What follows belongs to an exercise in optimizing a design on an open flow for small area; a production flow would make more cautious choices.
Function was checked by simulation only, so behaviour that the tests miss may differ from the original.
No driver is modelled on the clock port, so clock power and skew are understated where the tree is cut down; a real chip needs a root buffer or a tree.
Power is estimated from default activity; no workload was simulated.

==> inputs of 06-13 <==
==> flow/design.v <==
module serprog_engine (
    input  wire        clk,
    input  wire        rst,         
    input  wire        in_valid,
    input  wire [7:0]  in_data,
    output wire        in_ready,
    output wire        out_valid,
    output wire [7:0]  out_data,
    input  wire        out_ready,
    output wire        reg_en,
    output wire        reg_we,
    output wire [1:0]  reg_addr,
    output wire [63:0] reg_wdata,
    input  wire [31:0] reg_rdata
);
    localparam [3:0] S_AWAIT = 4'b0000, S_ARG1 = 4'b0001, S_ARG6  = 4'b0010, S_REPLY = 4'b0011,
                     S_CMD   = 4'b0100, S_CGET = 4'b0101, S_BDECW = 4'b0110, S_BDEC  = 4'b0111,
                     S_CTRL  = 4'b1000, S_POLL = 4'b1001, S_CIW   = 4'b1010, S_POP   = 4'b1011,
                     S_PX    = 4'b1100, S_BUSY = 4'b1101, S_GX    = 4'b1110, S_WRZ   = 4'b1111;
    localparam [5:0] A_IFACE = 6'd2, A_SYNC = 6'd5, A_ACK = 6'd6, A_NAK = 6'd7, A_SERBUF = 6'd8, A_PGM = 6'd11, A_BUS = 6'd28, A_CMDMAP = 6'd30;
    reg [7:0] r0, r1, r2, r3, r4, r5;
    reg [7:0] ib;
    reg [2:0] pos;
    reg [3:0] st;
    reg [5:0] ptr;           
    reg       rx;            
    reg       bor;           
    wire [1:0] j = ptr[1:0];
    wire [8:0] rom =
        (ptr == 6'd2) ? {1'b0, 8'h06} :
        (ptr == 6'd3) ? {1'b0, 8'h01} :
        (ptr == 6'd4) ? {1'b1, 8'h00} :
        (ptr == 6'd5) ? {1'b0, 8'h15} :
        (ptr == 6'd6) ? {1'b1, 8'h06} :
        (ptr == 6'd7) ? {1'b1, 8'h15} :
        (ptr == 6'd8) ? {1'b0, 8'h06} :
        (ptr == 6'd9) ? {1'b0, 8'hFF} :
        (ptr == 6'd10) ? {1'b1, 8'hFF} :
        (ptr == 6'd11) ? {1'b0, 8'h06} :
        (ptr == 6'd12) ? {1'b0, "m"} :
        (ptr == 6'd13) ? {1'b0, "8"} :
        (ptr == 6'd14) ? {1'b0, "8"} :
        (ptr == 6'd15) ? {1'b0, "c"} :
        (ptr == 6'd16) ? {1'b0, "s"} :
        (ptr == 6'd17) ? {1'b0, "8"} :
        (ptr == 6'd18) ? {1'b0, "0"} :
        (ptr == 6'd19) ? {1'b0, "0"} :
        (ptr == 6'd20) ? {1'b0, "1"} :
        (ptr == 6'd21) ? {1'b0, " "} :
        (ptr == 6'd22) ? {1'b0, "f"} :
        (ptr == 6'd23) ? {1'b0, "l"} :
        (ptr == 6'd24) ? {1'b0, "a"} :
        (ptr == 6'd25) ? {1'b0, "s"} :
        (ptr == 6'd26) ? {1'b0, "h"} :
        (ptr == 6'd27) ? {1'b1, 8'h00} :
        (ptr == 6'd28) ? {1'b0, 8'h06} :
        (ptr == 6'd29) ? {1'b1, 8'h08} :
        (ptr == 6'd30) ? {1'b0, 8'h06} :
        (ptr == 6'd31) ? {1'b0, 8'h3F} :
        (ptr == 6'd33) ? {1'b0, 8'h2D} :
        (ptr == 6'd62) ? {1'b1, 8'h00} :
        9'd0;
    wire get_fire = in_valid  & in_ready;
    wire put_fire = out_valid & out_ready;
    wire at_j  = (pos == {1'b0, j});               
    wire at_r  = (pos == {1'b0, j - 2'd1});        
    wire at_a  = (pos == ptr[2:0]);                
    wire hi3   = (pos == 3'd3) | (pos == 3'd4) | (pos == 3'd5);
    wire lo3   = (pos == 3'd0) | (pos == 3'd1) | (pos == 3'd2);
    wire tx_ok   = ~reg_rdata[12] & ~reg_rdata[11];         
    wire rx_ok   = |reg_rdata[20:16];                       
    wire st_busy = reg_rdata[0];
    reg        wr_ib, wr_zero, cp, chain, ld_ib;
    reg        ird, ova, ren, rwe;
    always @* begin
        wr_ib = 1'b0; wr_zero = 1'b0; cp = 1'b0; chain = 1'b0; ld_ib = 1'b0;
        ird = 1'b0; ova = 1'b0; ren = 1'b0; rwe = 1'b0;
        case (st)
            S_AWAIT: ird = 1'b1;
            S_ARG1:  ird = 1'b1;
            S_ARG6:  if (!bor) ird = 1'b1; else wr_ib = at_a;
            S_REPLY: begin ova = 1'b1; cp = ~rx & hi3; end
            S_CTRL:  begin
                         cp = ~rx & hi3;
                         if (pos == 3'd3 && !bor) begin ren = 1'b1; rwe = 1'b1; end
                     end
            S_CMD:   chain = ~pos[2];            
            S_CGET:  ird = 1'b1;
            S_CIW:   if (pos == 3'd4) begin ren = 1'b1; rwe = 1'b1; end
            S_BDEC:  begin chain = hi3; wr_zero = rx & (pos == 3'd0) & (j == 2'd0); end
            S_POLL:  begin ren = 1'b1; wr_zero = lo3; end
            S_POP:   begin ren = (pos == 3'd5); wr_zero = lo3; end
            S_PX:    if (!bor) ld_ib = at_r; else ova = 1'b1;
            S_GX:    if (!bor) ird = 1'b1; else wr_ib = at_j & (j != 2'd3);
            S_WRZ:   begin
                         wr_zero = (j != 2'd0) & ~pos[2] & (pos[1:0] >= j);
                         if (pos == 3'd0) begin ren = 1'b1; rwe = 1'b1; end
                     end
            S_BUSY:  ren = 1'b1;
            default: ;
        endcase
    end
    assign in_ready  = ird;
    assign out_valid = ova;
    assign out_data  = st[3] ? ib : rom[7:0];
    assign reg_en    = ren;
    assign reg_we    = rwe;
    assign reg_addr  = st[1:0];
    wire g_ctrl = ~st[1];
    wire g_cmd  = st[1] & ~st[0];
    wire g_full = st[0] & (j == 2'd0);       
    assign reg_wdata = {13'd0, g_ctrl & rx, g_ctrl & ~rx, g_ctrl,
                        {r5, r4} & {16{g_ctrl}},
                        (r3 & {8{g_ctrl}}) | (ib & {8{g_full}}),
                        {r2, r1} & {16{~g_cmd}},
                        g_cmd ? ib : r0};
    wire [7:0] src  = r0 | (cp ? r3 : 8'd0);
    wire       bin  = chain & bor;
    wire [7:0] dec  = src - {7'd0, bin};
    wire [7:0] r5_n = wr_ib ? ib : wr_zero ? 8'd0 : dec;
    wire pop = (st == S_POP) & (pos == 3'd5);
    always @(posedge clk) begin
        {r2, r1, r0} <= {r3, r2, r1} | (reg_rdata[31:8] & {24{pop}});
        r3 <= r4; r4 <= r5; r5 <= r5_n;
        pos <= (rst || pos == 3'd5) ? 3'd0 : pos + 3'd1;
    end
    always @(posedge clk) begin
        if (get_fire)
            ib <= in_data;
        else if (pop)
            ib <= reg_rdata[7:0];
        else if (ld_ib)
            ib <= r0;
    end
    always @(posedge clk) begin
        case (st)
            S_AWAIT: if (get_fire) bor <= 1'b0;
            S_ARG6:  if (!bor) begin if (get_fire) bor <= 1'b1; end
                     else if (at_a && ptr[2:0] != 3'd5) bor <= 1'b0;
            S_CTRL:  if (pos == 3'd5) bor <= 1'b0;
            S_CMD:   if (pos == 3'd5) bor <= 1'b1;
                     else if (chain) bor <= bor & (r0 == 8'd0);
            S_BDECW: if (pos == 3'd2) bor <= 1'b1;
            S_BDEC:  if (chain) bor <= bor & (r0 == 8'd0);
            S_POP:   if (pop) bor <= 1'b1;
            S_PX:    if (ld_ib) bor <= 1'b1;
            S_GX:    if (get_fire) bor <= 1'b1;
            default: ;
        endcase
    end
    always @(posedge clk) begin
        if (rst) begin
            st <= S_AWAIT;
        end else begin
            case (st)
                S_AWAIT: if (get_fire) begin
                    rx <= 1'b0;
                    case (in_data)
                        8'h00: begin ptr <= A_ACK;    st <= S_REPLY; end
                        8'h01: begin ptr <= A_IFACE;  st <= S_REPLY; end
                        8'h02: begin ptr <= A_CMDMAP; st <= S_REPLY; end
                        8'h03: begin ptr <= A_PGM;    st <= S_REPLY; end
                        8'h04: begin ptr <= A_SERBUF; st <= S_REPLY; end
                        8'h05: begin ptr <= A_BUS;    st <= S_REPLY; end
                        8'h10: begin ptr <= A_SYNC;   st <= S_REPLY; end
                        8'h12: begin ptr <= A_NAK;    st <= S_ARG1;  end
                        8'h13: begin ptr <= A_ACK - 6'd6; st <= S_ARG6; end
                        8'h15: begin ptr <= A_ACK;    st <= S_ARG1;  end
                        default: begin ptr <= A_NAK;  st <= S_REPLY; end
                    endcase
                end
                S_ARG1: if (get_fire) begin
                    if (in_data == 8'h08) ptr <= A_ACK;
                    st <= S_REPLY;
                end
                S_ARG6: if (!bor) begin
                            if (get_fire && (ptr[2] | (ptr[1] & ptr[0])) && in_data != 8'd0) rx <= 1'b1;
                        end else if (at_a) begin
                            ptr <= ptr + 6'd1;
                            if (ptr[2:0] == 3'd5) st <= S_REPLY;
                        end
                S_REPLY: if (put_fire) begin
                    ptr <= ptr + 6'd1;
                    if (rom[8]) st <= bor ? S_CTRL : S_AWAIT;
                end
                S_CTRL: if (pos == 3'd3 && !bor) begin ptr <= 6'd0; st <= S_CMD; end
                S_CMD: if (pos == 3'd3) st <= bor ? S_BDEC : S_CGET;
                S_CGET: if (get_fire) st <= S_CIW;
                S_CIW: if (pos == 3'd4) st <= S_CMD;
                S_BDECW: if (pos == 3'd2) st <= S_BDEC;
                S_BDEC: if (pos == 3'd0) begin
                    if (bor) st <= (j != 2'd0 && !rx) ? S_WRZ : S_BUSY;
                    else if (j == 2'd0) st <= S_POLL;
                    else st <= rx ? S_PX : S_GX;
                end
                S_POLL: if (rx ? rx_ok : tx_ok) st <= rx ? S_POP : S_GX;
                S_POP: if (pos == 3'd5) st <= S_PX;
                S_PX: if (put_fire) begin ptr <= ptr + 6'd1; st <= S_BDECW; end
                S_GX: if (bor && (at_j || j == 2'd3)) begin
                    ptr <= ptr + 6'd1;
                    st <= (j == 2'd3) ? S_WRZ : S_BDECW;
                end
                S_WRZ: if (pos == 3'd0) st <= (j == 2'd0) ? S_BDECW : S_BUSY;
                S_BUSY: if (!st_busy) st <= S_AWAIT;
                default: st <= S_AWAIT;
            endcase
        end
    end
endmodule
==> flow/flow/run.sh <==
#!/bin/bash
# The standard layout (standard.sh), with these changes:
#  - synthesis is the standard flow's own script (synth_recipe.tcl, registers untouched),
#    except that the combinational mapping uses flow/abc.script, an
#    area-oriented ABC script (with &deepsyn), in place of ORFS's abc_area.script,
#    and adders are not mapped to ha/fa cells beforehand (ADDER_MAP_FILE empty);
#  - the port buffers are made from the smallest buffer cell (buf_1);
#  - the clock tree uses clkbuf_4/8 and no dummy loads;
#  - the constant outputs share the one tie cell that synthesis gives them
#    (SKIP_REPAIR_TIE_FANOUT=1) instead of one tie cell each.
set -euo pipefail
W=$(pwd)
{
  head -n 1 synth_recipe.tcl
  cat <<'T'
proc abc {args} {
  set out {}
  set skip 0
  foreach a $args {
    if {$skip} { set skip 0; continue }
    if {$a eq "-script"} { set skip 1; continue }
    if {$a eq "-D"} { set skip 1; continue }
    lappend out $a
  }
  yosys abc -script $::env(FLOW_ABC_SCRIPT) {*}$out
}
T
  tail -n +2 synth_recipe.tcl
} > flow_synth.tcl
sed "s#SYNTH_SCRIPT=[^ ]*#SYNTH_SCRIPT=$W/flow_synth.tcl#" standard.sh > flow_standard.sh
grep -q "SYNTH_SCRIPT=$W/flow_synth.tcl" flow_standard.sh
export FLOW_ABC_SCRIPT=$W/flow/abc.script
export BUFFER_PORTS_ARGS="-buffer_cell sky130_fd_sc_hd__buf_1"
export CTS_ARGS="-sink_clustering_enable -repair_clock_nets -dont_use_dummy_load -buf_list {sky130_fd_sc_hd__clkbuf_4 sky130_fd_sc_hd__clkbuf_8} -root_buf sky130_fd_sc_hd__clkbuf_8 -sink_clustering_size 25"
# ADDER_MAP_FILE= : no separate adder mapping (no ha/fa cells); ABC maps the adders too
bash flow_standard.sh ADDER_MAP_FILE= SKIP_REPAIR_TIE_FANOUT=1 finish > flow_standard.log 2>&1
==> flow/flow/abc.script <==
strash
ifraig
scorr
dc2
strash
&get -n
&deepsyn -T 60
&put
strash
&get -n
&dch -f
&nf -R 1000 -p
&put
strash
&get -n
&dch -f
&nf -R 1000 -p
&put
==> flow/standard.sh <==
#!/bin/bash
# synth_recipe.tcl (not shown) runs the flow's synth.tcl, then flattens the netlist and writes it again
# the make line also repeats each setting of config.mk as NAME=value (left out here)
make -C /OpenROAD-flow-scripts/flow DESIGN_CONFIG=/design/flow/config.mk WORK_HOME=/design/flow/orfs CLKGATE_MAP_FILE= SYNTH_SCRIPT=/design/flow/synth_recipe.tcl "${@:-finish}"
==> flow/config.mk <==
export PLATFORM = sky130hd
export DESIGN_NAME = serprog_engine
export DESIGN_NICKNAME = serprog_engine
export VERILOG_FILES = /design/flow/design.v
export SDC_FILE = /design/flow/constraint.sdc
export NUM_CORES = 4
export LEC_CHECK = 0
export ABC_AREA = 1
export CAP_MARGIN = 20
export CORE_MARGIN = 2
export CORE_UTILIZATION = 40
export PLACE_DENSITY = 0.6
export SLEW_MARGIN = 20
==> flow/constraint.sdc <==
create_clock -name core_clock -period 10.0 [get_ports {clk}]
set_input_delay 2.0000 -clock core_clock [delete_from_list [all_inputs] [get_ports {clk}]]
set_output_delay 2.0000 -clock core_clock [all_outputs]
set_load 0.01 [all_outputs]
==> 01-16 (differences from 06-13) <==
--- a/flow/flow/run.sh
+++ b/flow/flow/run.sh
@@ -7,3 +7,4 @@
 #  - the port buffers are made from the smallest buffer cell (buf_1);
-#  - the clock tree uses clkbuf_4/8 and no dummy loads;
+#  - the clock tree is one level of four clkbuf_8 buffers fed by the clock
+#    port (flow/cts_post.tcl rebuilds it after clock_tree_synthesis);
 #  - the constant outputs share the one tie cell that synthesis gives them
@@ -33,2 +34,3 @@
 export BUFFER_PORTS_ARGS="-buffer_cell sky130_fd_sc_hd__buf_1"
+export POST_CTS_TCL=$W/flow/cts_post.tcl
 export CTS_ARGS="-sink_clustering_enable -repair_clock_nets -dont_use_dummy_load -buf_list {sky130_fd_sc_hd__clkbuf_4 sky130_fd_sc_hd__clkbuf_8} -root_buf sky130_fd_sc_hd__clkbuf_8 -sink_clustering_size 25"
==> flow/flow/cts_post.tcl (new file) <==
set nbuf 4
set block [ord::get_db_block]
set db [ord::get_db]
set master [$db findMaster sky130_fd_sc_hd__clkbuf_8]
set clk [$block findNet clk]

set old_insts {}
set old_nets {}
set sinks {}
foreach inst [$block getInsts] {
  if {![string match "clkbuf_*" [$inst getName]]} { continue }
  if {![string match "sky130_fd_sc_hd__clkbuf_*" [[$inst getMaster] getName]]} { continue }
  lappend old_insts $inst
  set onet [[$inst findITerm X] getNet]
  if {[lsearch -exact $old_nets $onet] < 0} { lappend old_nets $onet }
}
foreach onet $old_nets {
  foreach it [$onet getITerms] {
    if {[$it isOutputSignal]} { continue }
    set i2 [$it getInst]
    if {[lsearch -exact $old_insts $i2] >= 0} { continue }
    lappend sinks $it
  }
}
puts "cts_post: [llength $old_insts] CTS buffers, [llength $sinks] sinks"

# group the sinks: halves by x, then halves by y
proc sink_xy {it} {
  set inst [$it getInst]
  set bb [$inst getBBox]
  return [list [expr {([$bb xMin] + [$bb xMax]) / 2}] [expr {([$bb yMin] + [$bb yMax]) / 2}]]
}
set items {}
foreach it $sinks { lappend items [concat [list $it] [sink_xy $it]] }
set items [lsort -integer -index 1 $items]
set h [expr {[llength $items] / 2}]
set groups {}
foreach half [list [lrange $items 0 [expr {$h - 1}]] [lrange $items $h end]] {
  set half [lsort -integer -index 2 $half]
  set q [expr {[llength $half] / 2}]
  lappend groups [lrange $half 0 [expr {$q - 1}]] [lrange $half $q end]
}

foreach it $sinks { $it disconnect }
foreach inst $old_insts { odb::dbInst_destroy $inst }
foreach onet $old_nets { odb::dbNet_destroy $onet }

set g 0
foreach grp $groups {
  set sx 0; set sy 0
  foreach e $grp { incr sx [lindex $e 1]; incr sy [lindex $e 2] }
  set n [llength $grp]
  set cx [expr {$sx / $n}]; set cy [expr {$sy / $n}]
  set buf [odb::dbInst_create $block $master "clkbuf_l1_${g}_clk"]
  set net [odb::dbNet_create $block "clknet_l1_${g}_clk"]
  $net setSigType CLOCK
  [$buf findITerm A] connect $clk
  [$buf findITerm X] connect $net
  foreach e $grp { [lindex $e 0] connect $net }
  $buf setLocation $cx $cy
  $buf setPlacementStatus PLACED
  puts "cts_post: buffer $g at $cx $cy drives $n sinks"
  incr g
}
global_connect
detailed_placement
check_placement -verbose
estimate_parasitics -placement
report_clock_skew
==> 10-21 (differences from 06-13) <==
--- a/flow/flow/run.sh
+++ b/flow/flow/run.sh
@@ -7,3 +7,4 @@
 #  - the port buffers are made from the smallest buffer cell (buf_1);
-#  - the clock tree uses clkbuf_4/8 and no dummy loads;
+#  - the clock tree is one level of four clkbuf_8 buffers fed by the clock
+#    port (flow/cts_post.tcl rebuilds it after clock_tree_synthesis);
 #  - the constant outputs share the one tie cell that synthesis gives them
@@ -33,2 +34,3 @@
 export BUFFER_PORTS_ARGS="-buffer_cell sky130_fd_sc_hd__buf_1"
+export POST_CTS_TCL=$W/flow/cts_post.tcl
 export CTS_ARGS="-sink_clustering_enable -repair_clock_nets -dont_use_dummy_load -buf_list {sky130_fd_sc_hd__clkbuf_4 sky130_fd_sc_hd__clkbuf_8} -root_buf sky130_fd_sc_hd__clkbuf_8 -sink_clustering_size 25"
==> flow/flow/cts_post.tcl (new file) <==
set nbuf 4
set block [ord::get_db_block]
set db [ord::get_db]
set master [$db findMaster sky130_fd_sc_hd__clkbuf_8]
set clk [$block findNet clk]

set old_insts {}
set old_nets {}
set sinks {}
foreach inst [$block getInsts] {
  if {![string match "clkbuf_*" [$inst getName]]} { continue }
  if {![string match "sky130_fd_sc_hd__clkbuf_*" [[$inst getMaster] getName]]} { continue }
  lappend old_insts $inst
  set onet [[$inst findITerm X] getNet]
  if {[lsearch -exact $old_nets $onet] < 0} { lappend old_nets $onet }
}
foreach onet $old_nets {
  foreach it [$onet getITerms] {
    if {[$it isOutputSignal]} { continue }
    set i2 [$it getInst]
    if {[lsearch -exact $old_insts $i2] >= 0} { continue }
    lappend sinks $it
  }
}
puts "cts_post: [llength $old_insts] CTS buffers, [llength $sinks] sinks"

# group the sinks: halves by x, then halves by y
proc sink_xy {it} {
  set inst [$it getInst]
  set bb [$inst getBBox]
  return [list [expr {([$bb xMin] + [$bb xMax]) / 2}] [expr {([$bb yMin] + [$bb yMax]) / 2}]]
}
set items {}
foreach it $sinks { lappend items [concat [list $it] [sink_xy $it]] }
set items [lsort -integer -index 1 $items]
set h [expr {[llength $items] / 2}]
set groups {}
foreach half [list [lrange $items 0 [expr {$h - 1}]] [lrange $items $h end]] {
  set half [lsort -integer -index 2 $half]
  set q [expr {[llength $half] / 2}]
  lappend groups [lrange $half 0 [expr {$q - 1}]] [lrange $half $q end]
}

foreach it $sinks { $it disconnect }
foreach inst $old_insts { odb::dbInst_destroy $inst }
foreach onet $old_nets { odb::dbNet_destroy $onet }

set g 0
foreach grp $groups {
  set sx 0; set sy 0
  foreach e $grp { incr sx [lindex $e 1]; incr sy [lindex $e 2] }
  set n [llength $grp]
  set cx [expr {$sx / $n}]; set cy [expr {$sy / $n}]
  set buf [odb::dbInst_create $block $master "clkbuf_l1_${g}_clk"]
  set net [odb::dbNet_create $block "clknet_l1_${g}_clk"]
  $net setSigType CLOCK
  [$buf findITerm A] connect $clk
  [$buf findITerm X] connect $net
  foreach e $grp { [lindex $e 0] connect $net }
  $buf setLocation $cx $cy
  $buf setPlacementStatus PLACED
  puts "cts_post: buffer $g at $cx $cy drives $n sinks"
  incr g
}
global_connect
detailed_placement
check_placement -verbose
estimate_parasitics -placement
report_clock_skew
CORE_UTILIZATION = 65   (was 40)
PLACE_DENSITY = 0.75   (was 0.6)
==> 03-24 (differences from 06-13) <==
--- a/flow/design.v
+++ b/flow/design.v
@@ -15,6 +15,3 @@
 );
-    localparam [3:0] S_AWAIT = 4'b0000, S_ARG1 = 4'b0001, S_ARG6  = 4'b0010, S_REPLY = 4'b0011,
-                     S_CMD   = 4'b0100, S_CGET = 4'b0101, S_BDECW = 4'b0110, S_BDEC  = 4'b0111,
-                     S_CTRL  = 4'b1000, S_POLL = 4'b1001, S_CIW   = 4'b1010, S_POP   = 4'b1011,
-                     S_PX    = 4'b1100, S_BUSY = 4'b1101, S_GX    = 4'b1110, S_WRZ   = 4'b1111;
+    localparam [3:0] S_AWAIT = 4'b0010, S_ARG1 = 4'b1010, S_ARG6 = 4'b0110, S_REPLY = 4'b0000, S_CMD = 4'b0100, S_CGET = 4'b0111, S_BDECW = 4'b1100, S_BDEC = 4'b1101, S_CTRL = 4'b1000, S_POLL = 4'b0101, S_CIW = 4'b1110, S_POP = 4'b0011, S_PX = 4'b1011, S_BUSY = 4'b0001, S_GX = 4'b1001, S_WRZ = 4'b1111;
     localparam [5:0] A_IFACE = 6'd2, A_SYNC = 6'd5, A_ACK = 6'd6, A_NAK = 6'd7, A_SERBUF = 6'd8, A_PGM = 6'd11, A_BUS = 6'd28, A_CMDMAP = 6'd30;
==> results.toml <==
[hold_path]
timing.hold.worst.start = "r5[6]"

[power]
power_report.internal_total_uw = 607

[final_layout]
final_cell_count_no_fill = 645

[status]
run_status = "no timing/DRC/antenna violations"

[global_route]
gr-usage-all-layers_pct = 36.8
the above is filed under 10-21

==> results.toml <==
[final_layout]
n_fill_cell = 976
final_cell_count_no_fill = 706

[global_route]
gr-usage-all-layers_pct = 25.4
grtUsageMet1_pct = 34.6

[clocking]
cts_hold_repair.buffers = 0

[drt]
postRouteAntennaNets = 0
routed-wl-met3_microns = 1160

[hold_path]
timing.hold.worst.start = "r4[2]"

[status]
run_status = "no timing/DRC/antenna violations"

[synth]
top_ff_cell_synth = "dfxtp_1"

[power]
clk-power_uw = 177
the above is filed under 06-13

==> results.toml <==
[hold_path]
timing.hold.worst.start = "r4[4]"

[placed_design]
place_ws_ns = 5.35

[worst_setup_path]
timing.rr.end = "r5[4]"

[power]
power_report.internal_total_uw = 614

[final_layout]
final_cell_count_no_fill = 701
layout.cells.most_common = "buf_1"
area_of_combinational_cells_with_multiple_inputs_sq_mm = 0.00216

[status]
run_status = "no timing/DRC/antenna violations"

[synth]
synth-adder-area-share_pct = 0

[sta]
worst_hold_slack_ns = 0.351
the above is filed under 01-16

==> results.toml <==
[global_route]
gr-usage-all-layers_pct = 24.7

[final_layout]
n_clock_buffer = 9
final_cell_count_no_fill = 718

[power]
power_report.internal_total_uw = 616
power-per-cell-area_mw_per_mm2 = 239

[status]
run_status = "no timing/DRC/antenna violations"
the above is filed under 03-24

In 01-16 and 10-21 the design's own scripts or RTL, not TritonCTS, make the clock network.

==> port drivers added, routing unchanged <==
No port has a modelled driver above. Below, the same layouts with a new extraction and two added sets of constraints.
Step 1 sets driving cells, clkbuf_16 on the clock port and buf_2 on the other inputs (assumed; they add their load-dependent delay and slew).
Step 2 adds t to the input delays and takes it off the output delays; t is the mean of the earliest and latest rising clock arrival at the registers after step 1. Input paths then give back, and output paths get back, about the clock's delay inside the block.
a / b / c = ideal / step 1 / step 2; a / b = the first two.
| run | t (ns) | setup WS [ns] | worst setup path at the end |
|---|---|---|---|
| 06-13 | 0.373 | 4.953 / 4.919 / 5.293 | register to output |
| 01-16 | 0.230 | 5.126 / 5.061 / 5.291 | register to output |
| 10-21 | 0.225 | 5.171 / 5.110 / 5.335 | register to output |
| 03-24 | 0.371 | 4.923 / 4.891 / 5.262 | register to output |
After both steps every run listed still meets setup and hold.
